From an optimization exercise on the open Yosys and OpenROAD flow, aimed at a short achievable clock period and few clock cycles; shortcuts taken in it are not production practice.
In this exercise RTL edits were held to simulation tests only and were not proved equivalent to the original.

## flow/design.v (module list and top-level ports; edited modules follow where they fit)
// module vm_core: 1717 lines
module vm_core (
    input  wire        clk,
    input  wire        rst,             
    input  wire        start,           
    input  wire        run_off_end,     
    input  wire [31:0] imem_size,       
    input  wire [31:0] dmem_size,       
    output wire        busy,
    output wire        halted,
    output wire        faulted,
    output reg  [2:0]  fault_kind,
    output wire [31:0] result,          
    output reg         imem_req,
    output reg  [31:0] imem_addr,
    input  wire        imem_ack,
    input  wire [31:0] imem_rdata,
    output reg         dmem_req,
    output reg         dmem_we,
    output reg  [31:0] dmem_addr,
    output reg  [31:0] dmem_wdata,
    input  wire        dmem_ack,
    input  wire [31:0] dmem_rdata,
    output reg         sys_req,
    output reg  [31:0] sys_id,
    output reg  [31:0] sys_arg2,
    output reg  [31:0] sys_arg3,
    input  wire        sys_ack,
    input  wire        sys_fault,
    input  wire [2:0]  sys_we,          
    input  wire [31:0] sys_c2,
    input  wire [31:0] sys_c3,
    input  wire [31:0] sys_c4,
    input  wire [3:0]  dbg_sel,
    output wire [31:0] dbg_rdata
);
  // ...
==> flow/flow/run.sh <==
#!/bin/bash
set -euo pipefail
bash standard.sh finish SETUP_SLACK_MARGIN=8.5 \
    'BUFFER_PORTS_ARGS=-buffer_cell sky130_fd_sc_hd__buf_4' > orfs_make.log 2>&1
==> flow/standard.sh <==
#!/bin/bash
# synth_recipe.tcl (not shown) runs the flow's synth.tcl, then flattens the netlist and writes it again
# the make line also repeats each setting of config.mk as NAME=value (left out here)
make -C /OpenROAD-flow-scripts/flow DESIGN_CONFIG=/design/flow/config.mk WORK_HOME=/design/flow/orfs CLKGATE_MAP_FILE= SYNTH_SCRIPT=/design/flow/synth_recipe.tcl "${@:-finish}"
==> flow/config.mk <==
export PLATFORM = sky130hd
export DESIGN_NAME = vm_core
export DESIGN_NICKNAME = vm_core
export VERILOG_FILES = /design/flow/design.v
export SDC_FILE = /design/flow/constraint.sdc
export NUM_CORES = 4
export LEC_CHECK = 0
export ABC_CLOCK_PERIOD_IN_PS = 4000
export CAP_MARGIN = 20
export CORE_MARGIN = 2
export CORE_UTILIZATION = 30
export PLACE_DENSITY = 0.38
export SETUP_SLACK_MARGIN = 5
export SLEW_MARGIN = 20
==> flow/constraint.sdc <==
create_clock -name core_clock -period 16.0 [get_ports {clk}]
set_input_delay 3.2000 -clock core_clock [delete_from_list [all_inputs] [get_ports {clk}]]
set_output_delay 3.2000 -clock core_clock [all_outputs]
set_load 0.01 [all_outputs]
==> results by group, run 1 <==
Outcome
  • Status: finished with violations
  • Violated checks: capacitance limit, slew limit

Timing
  • Slew Limit Fails: 15
  • Sum Neg Setup Slack: 0 ns
  • RSZ-0062 raised after global routing: true

Floorplan
  • Top Ports: 505
  • CORE AREA: 0.557 mm^2
  • Chip height: between 700 and 800 um

Cells and area
  • Non-filler cells, final: approximately 28000
  • Largest Register: rf
  • Ant diodes: ~130
  • Util after Layout: 0.372
  • Multi-input combinational area share: 0.573
  • Inverters: about 1500
  • Layout area overhead: 23.6%

Clock network
  • CTS buffer count: 223
  • Root Buffer: clkbuf_16

Place
  • Port bufs: roughly 500
  • Placed cells: ~27000

Critical path
  • CP Capture Point: imem_addr[30]
  • Reg2Reg Depth: 31
  • Top delay family on crit path: buffers and inverters

Job
  • Max_cap viols: 3

GRT
  • Global-route wire length before repair: around 1500000 um

Synth
  • Most area-consuming cells after synthesis: edfxtp_1 27%, ha_1 13%, fa_1 5.4%

Drt
  • Vias: ~180k
Testbench counts, summed over its fixed seeds: cycles 39,497.
==> run 2: changes to the inputs <==
--- a/flow/design.v
+++ b/flow/design.v
@@ -118,17 +118,30 @@
     function [5:0] clz32(input [31:0] v);
         integer k;
         begin
             clz32 = 6'd32;
             for (k = 0; k < 32; k = k + 1)
                 if (v[k]) clz32 = 6'd31 - k[5:0];
         end
     endfunction
-    assign dbg_rdata = (dbg_sel == R_PC) ? (running ? pc : pc_final) : rsel(onehot11({4'd0, dbg_sel}) & 11'h5FE);
+    wire [31:0] dbg_pc = running ? pc : pc_final;
+    function [31:0] sel4(input [1:0] s, input [31:0] a, input [31:0] b, input [31:0] c, input [31:0] d);
+        case (s)
+            2'd0: sel4 = a;
+            2'd1: sel4 = b;
+            2'd2: sel4 = c;
+            default: sel4 = d;
+        endcase
+    endfunction
+    assign dbg_rdata = sel4(dbg_sel[3:2],
+                            sel4(dbg_sel[1:0], 32'd0, rf[1], rf[2], rf[3]),
+                            sel4(dbg_sel[1:0], rf[4], rf[5], rf[6], rf[7]),
+                            sel4(dbg_sel[1:0], rf[8], dbg_pc, rf[10], 32'd0),
+                            32'd0);
     wire        ee;            
     wire        starting = start && !rst && (!running || ee);
     wire [33:0] dlim_in = (dmem_size > 32'h80000003) ? 34'h7FFFFFFF : {2'b00, dmem_size} - 34'd4;
     wire [33:0] dlim_f = starting ? dlim_in : dlim;
     wire [31:0] fw      = imem_rdata;
     wire [7:0]  fop     = fw[7:0];
     wire [7:0]  fb1     = fw[15:8];
     wire [7:0]  fb2     = fw[23:16];
@@ -222,18 +235,29 @@
     wire [31:0] as_yf  = c_sub ? alu_af - alu_bf : alu_af + alu_bf;
     wire [31:0] set_yf = c_setlo ? (x1f | imm16) : (x1f | {imm16[15:0], 16'd0});
     wire [31:0] wr_yf  = c_set ? set_yf : as_yf;   
     wire [31:0] mem_ea   = x2 + off8;
     wire [33:0] x2e      = {2'b00, x2};
     wire        ea_in    = (sle34(ea_lo1, x2e) && sle34(x2e, ea_hi1)) ||
                            (sle34(ea_lo2, x2e) && sle34(x2e, ea_hi2));
     wire        ea_algn  = (x2[1:0] == 2'b00);
-    wire        x1_zero  = (x1r == 32'd0);
-    assign      jmp_taken = c_j || (c_jz && x1_zero) || (c_jgt && !x1r[31] && !x1_zero);
+    reg  [10:0] r_zero, r_neg;
+    integer kz;
+    always @(*) begin
+        r_zero = 11'd1;
+        r_neg  = 11'd0;
+        for (kz = 1; kz <= 10; kz = kz + 1) begin
+            r_zero[kz] = (kz == 9) ? (pc == 32'd0) : (rf[kz] == 32'd0);
+            r_neg[kz]  = (kz == 9) ? pc[31] : rf[kz][31];
+        end
+    end
+    wire        x1_zero  = |(s1 & r_zero);
+    wire        x1_neg   = |(s1 & r_neg);
+    assign      jmp_taken = c_j || (c_jz && x1_zero) || (c_jgt && !x1_neg && !x1_zero);
     wire [31:0] jmp_rt   = c_j ? x1r + off16 : x2r + off8;    
     wire [31:0] jmp_t    = ir_pcrel ? ir_tgt : jmp_rt;
     wire        jmp_bad  = jmp_t[31] || (jmp_t[1:0] != 2'b00);
     wire [31:0] div_a = rsel(sa);
     wire [31:0] div_b = c_rrr ? x2r : imm8;
     wire [31:0] mul_a = alu_a;
     wire [31:0] mul_b = alu_b;
     wire        mul_load;
==> run 2 against run 1 <==
Effect of this change: now clean on timing, DRC and antenna; flip-flop and latch count decreased by 1; register-to-register slack improved by 0.17 ns; global-route usage increased by 4.3 points; sequential share of layout area decreased by 0.28 points; highest routed layer unchanged.
==> results by group, run 2 <==
Synth
  • Async S/R FF share, synth: 0
  • Commonest cells in the netlist: 1828 x nor2_1, 1699 x ha_1, 1549 x inv_1, 1533 x edfxtp_1, 1500 x nand2_1
  • Mapped Area: approximately 0.17 mm^2
  • Synth top area share: 0.272
  • Sequential-to-total area share from yosys stat: 0.282
  • Top_reg_cell synth: edfxtp_1
  • Post-synth EDFFs: 1533
  • Post-Syn Nets: around 22000
  • Synth unique cells: ~130
  • Top-count cell post-synth: nor2_1
  • Syn Inst Count: a little under 20000
  • Most area-hungry cell type in the Yosys netlist: edfxtp_1
  • Synthesized flop and latch total: between 1500 and 2000
  • Most area-consuming cells after synthesis: edfxtp_1 27%, ha_1 13%, fa_1 5.4%
  • Syn_area_per_cell: roughly 8.7 um^2
  • Ys Warns: 4

Clock network
  • Clock transition at path regs: 0.06 ns
  • Clock Tree Buf Depth: 4
  • CTS buffer count: 227 (+1.8%)
  • Htree depth: 4
  • Cts-stage hold buffer count: 0
  • Root Buffer: clkbuf_16
  • CTS Sinks: around 1600
  • Clock Latency Late Sink: between 1 and 1.5 ns
  • Clock tree from TritonCTS: done

Critical path
  • CP max stage delay: approximately 0.78 ns
  • Worst Setup Start Kind: register
  • Top delay family on crit path: simple AND/OR/NAND/NOR gates
  • Setup crit end kind: output port
  • Crit-path cells: buf_12, nor4_4, nand4_1, nor3_2, buf_6, nor4_4, buf_4, nand4_4, nand3_4, buf_6, buf_16, buf_6, mux2i_2, a221oi_2, buf_4, buf_6
  • Reg2Reg Depth: 28 (-9.7%)
  • Worst EP arrival: about 5.3 ns
  • Top cell by count, worst path: buf_6
  • Req. time, crit path: about 13 ns
  • Critical path type: reg -> out
  • Worst Path Max Fanout: 7
  • Crit path max-delay cell type: nand4_1
  • CP Buf/Inv Count: 8
  • CP Depth: 16

Floorplan
  • Initial Util: 0.300
  • Chip height: 756 um (+0.47%)
  • Top Ports: 505 (unchanged)
  • # rows: approximately 280
  • CORE AREA: 0.564 mm^2 (+1.2%)
  • Die W: 756 um
  • Die area: approximately 0.57 mm^2

Outcome
  • Status: timing/DRC/antenna clean

Timing
  • Sum Neg Setup Slack: 0 ns (unchanged)
  • Slew Limit Headroom: 0.0603
  • Fmax: 0.118 GHz
  • Fin crit share: 0.530
  • Min cycle time layout: 8.48 ns
  • Worst Skew: about 0.14 ns
  • RSZ-0062 raised after global routing: true
  • Final hold viol count: 0
  • Worst-Margin Slew: around 1.4 ns
  • Worst hold margin: approximately 0.47 ns
  • Final setup violation count: 0
  • Slew Limit Fails: 0 (-15)

Cells and area
  • Largest Register: rf
  • Share of cells above drive strength 1: 0.180
  • Top flop regs: rf: 288 flops, dv_m: 265 flops, ea_hi1: 34 flops
  • # nets final: roughly 23000
  • Layout area overhead: 23.9%
  • Commonest non-fill, non-tap cell in the layout: nor2_1
  • Most frequent cells in the layout: 1748 x nor2_1, 1665 x buf_4, 1662 x ha_1
  • Largest register FFs: 288

Worst hold path
  • Hold path depth: 2
  • Hold WC Path Type: reg -> reg

Drt
  • Final WL: between 1000000 and 1500000 um
  • Final ANT Viol Nets: 0
  • First-pass DRT Iterations: 9
  • Drt wl/cell: approximately 45 um
  • DRC viols: 0
  • Routed vias/inst: 6.31
  • DRT iter0 DRCs: 24400
  • Vias: 181000 (+3.1%)

GRT
  • GRT Total Usage: 0.435
  • GR Util met1: 0.521
  • Vias in the first global route: 170000
  • Initial antenna violation count: around 210
  • Largest net degree at the start of global routing: 140
  • GRT busiest layer: met2
  • Grt met2 use: 0.654
  • GRT Residual Overflow: 0
  • Global-route wire length before repair: 1660000 um (+10%)
  • Met3 Resource Use GR: 0.123

Job
  • Max_cap viols: 0 (-3)

Place
  • DP HPWL: approximately 1000000 um
  • GP Congestion: ~1.1
  • Port bufs: 504 (unchanged)
## run 2: final cells by class
class	count	area, um^2
Multi-Input combinational cell	15400	120000
Inverter	1559	5980
Antenna cell	156	390
Fill cell	58300	354000
Tap cell	7506	9390
Clock inverter	158	1640
Sequential cell	1622	47800
Timing Repair inverter	1	8.76
Timing Repair Buffer	2069	19200
Clock buffer	255	5810
## run 2: worst paths after layout
kind / slack [ns] / from / end
max: 7.52 / rf[6][27] / imem_addr[20]
min: 0.47 / r_result[10] / r_result[10]
max reg2reg: 7.98 / h_addr[3] / f_req
min reg2reg: 0.47 / r_result[10] / r_result[10]
## run 2: per-layer routing
layer / vias up / wire, um
met5: - / 737
met4: 60 / 130000
met3: 3410 / 125000
met2: 11400 / 545000
met1: 91500 / 493000
li1: 74800 / -
## run 2: stage by stage
step,utilization,instances,worst slack (ns),area (um^2)
floorplan,-,19500,6.96,170000
global placement,0.332,27500,4.85,187000
detailed placement,0.332,27500,5.18,187000
CTS,0.363,28400,7.75,205000
global route,0.372,28600,7.61,210000
finish,0.372,28700,7.52,210000
## run 2: repair_timing
action | CTS | global route
endpoints found under the setup margin | 1040 | 809
gates cloned | 48 | 7
setup buffers | 414 | 216
pin swaps | 265 | 281
gates resized for setup | 1203 | 603
## run 2: worst register-to-register path, delay by kind of cell, from the launching register on
kind                     cells  cell delay, ns
AND/OR/NAND/NOR             16            4.43
AO/OA/AOI/OAI                8            2.22
buffers and inverters        3            0.51
flip-flops                   1            0.50
adder cells (fa/ha/maj)      1            0.29
## run 2: cell families after synthesis
logic type / after synthesis / share of synthesized area
DFF: 1622 / 0.282
adders and majority gates: 2154 / 0.179
and+or+nand+nor: 5861 / 0.165
buffers and inverters: 2455 / 0.0551
muxes: 397 / 0.0268
xor gates and xnor gates: 1348 / 0.0699
AOI/OAI and AO/OA: 5647 / 0.221
Testbench counts of run 2, summed over its fixed seeds: cycles 39,497.

-- what the ideal ports hide --
The results above use ideal ports. As a check the final layouts listed here were re-extracted and re-timed, cells and wires unchanged. Step 1 (the two cells are an assumption about what drives the block):
set clk [get_ports {clk}]
set_driving_cell -lib_cell sky130_fd_sc_hd__clkbuf_16 $clk
set_driving_cell -lib_cell sky130_fd_sc_hd__buf_2 [delete_from_list [all_inputs] $clk]
Step 2 moves the port delays by t, midway between the first and last clock arrival at a register: inputs arrive t later, outputs are due t later. That takes back most of the time a late clock gives input paths. a / b / c = ideal / step 1 / step 2; a / b = the first two.
run	shift t [ns]	setup slack, ns	worst register clock-pin slew, ns
run 1	1.176	7.227 / 7.090 / 6.751	0.08 / 0.08
run 2	1.168	7.524 / 6.923 / 6.850	0.08 / 0.08
For run 2, which loses most, drivers alone change the setup slack by -0.601 ns; drivers and shift together by -0.674 ns.
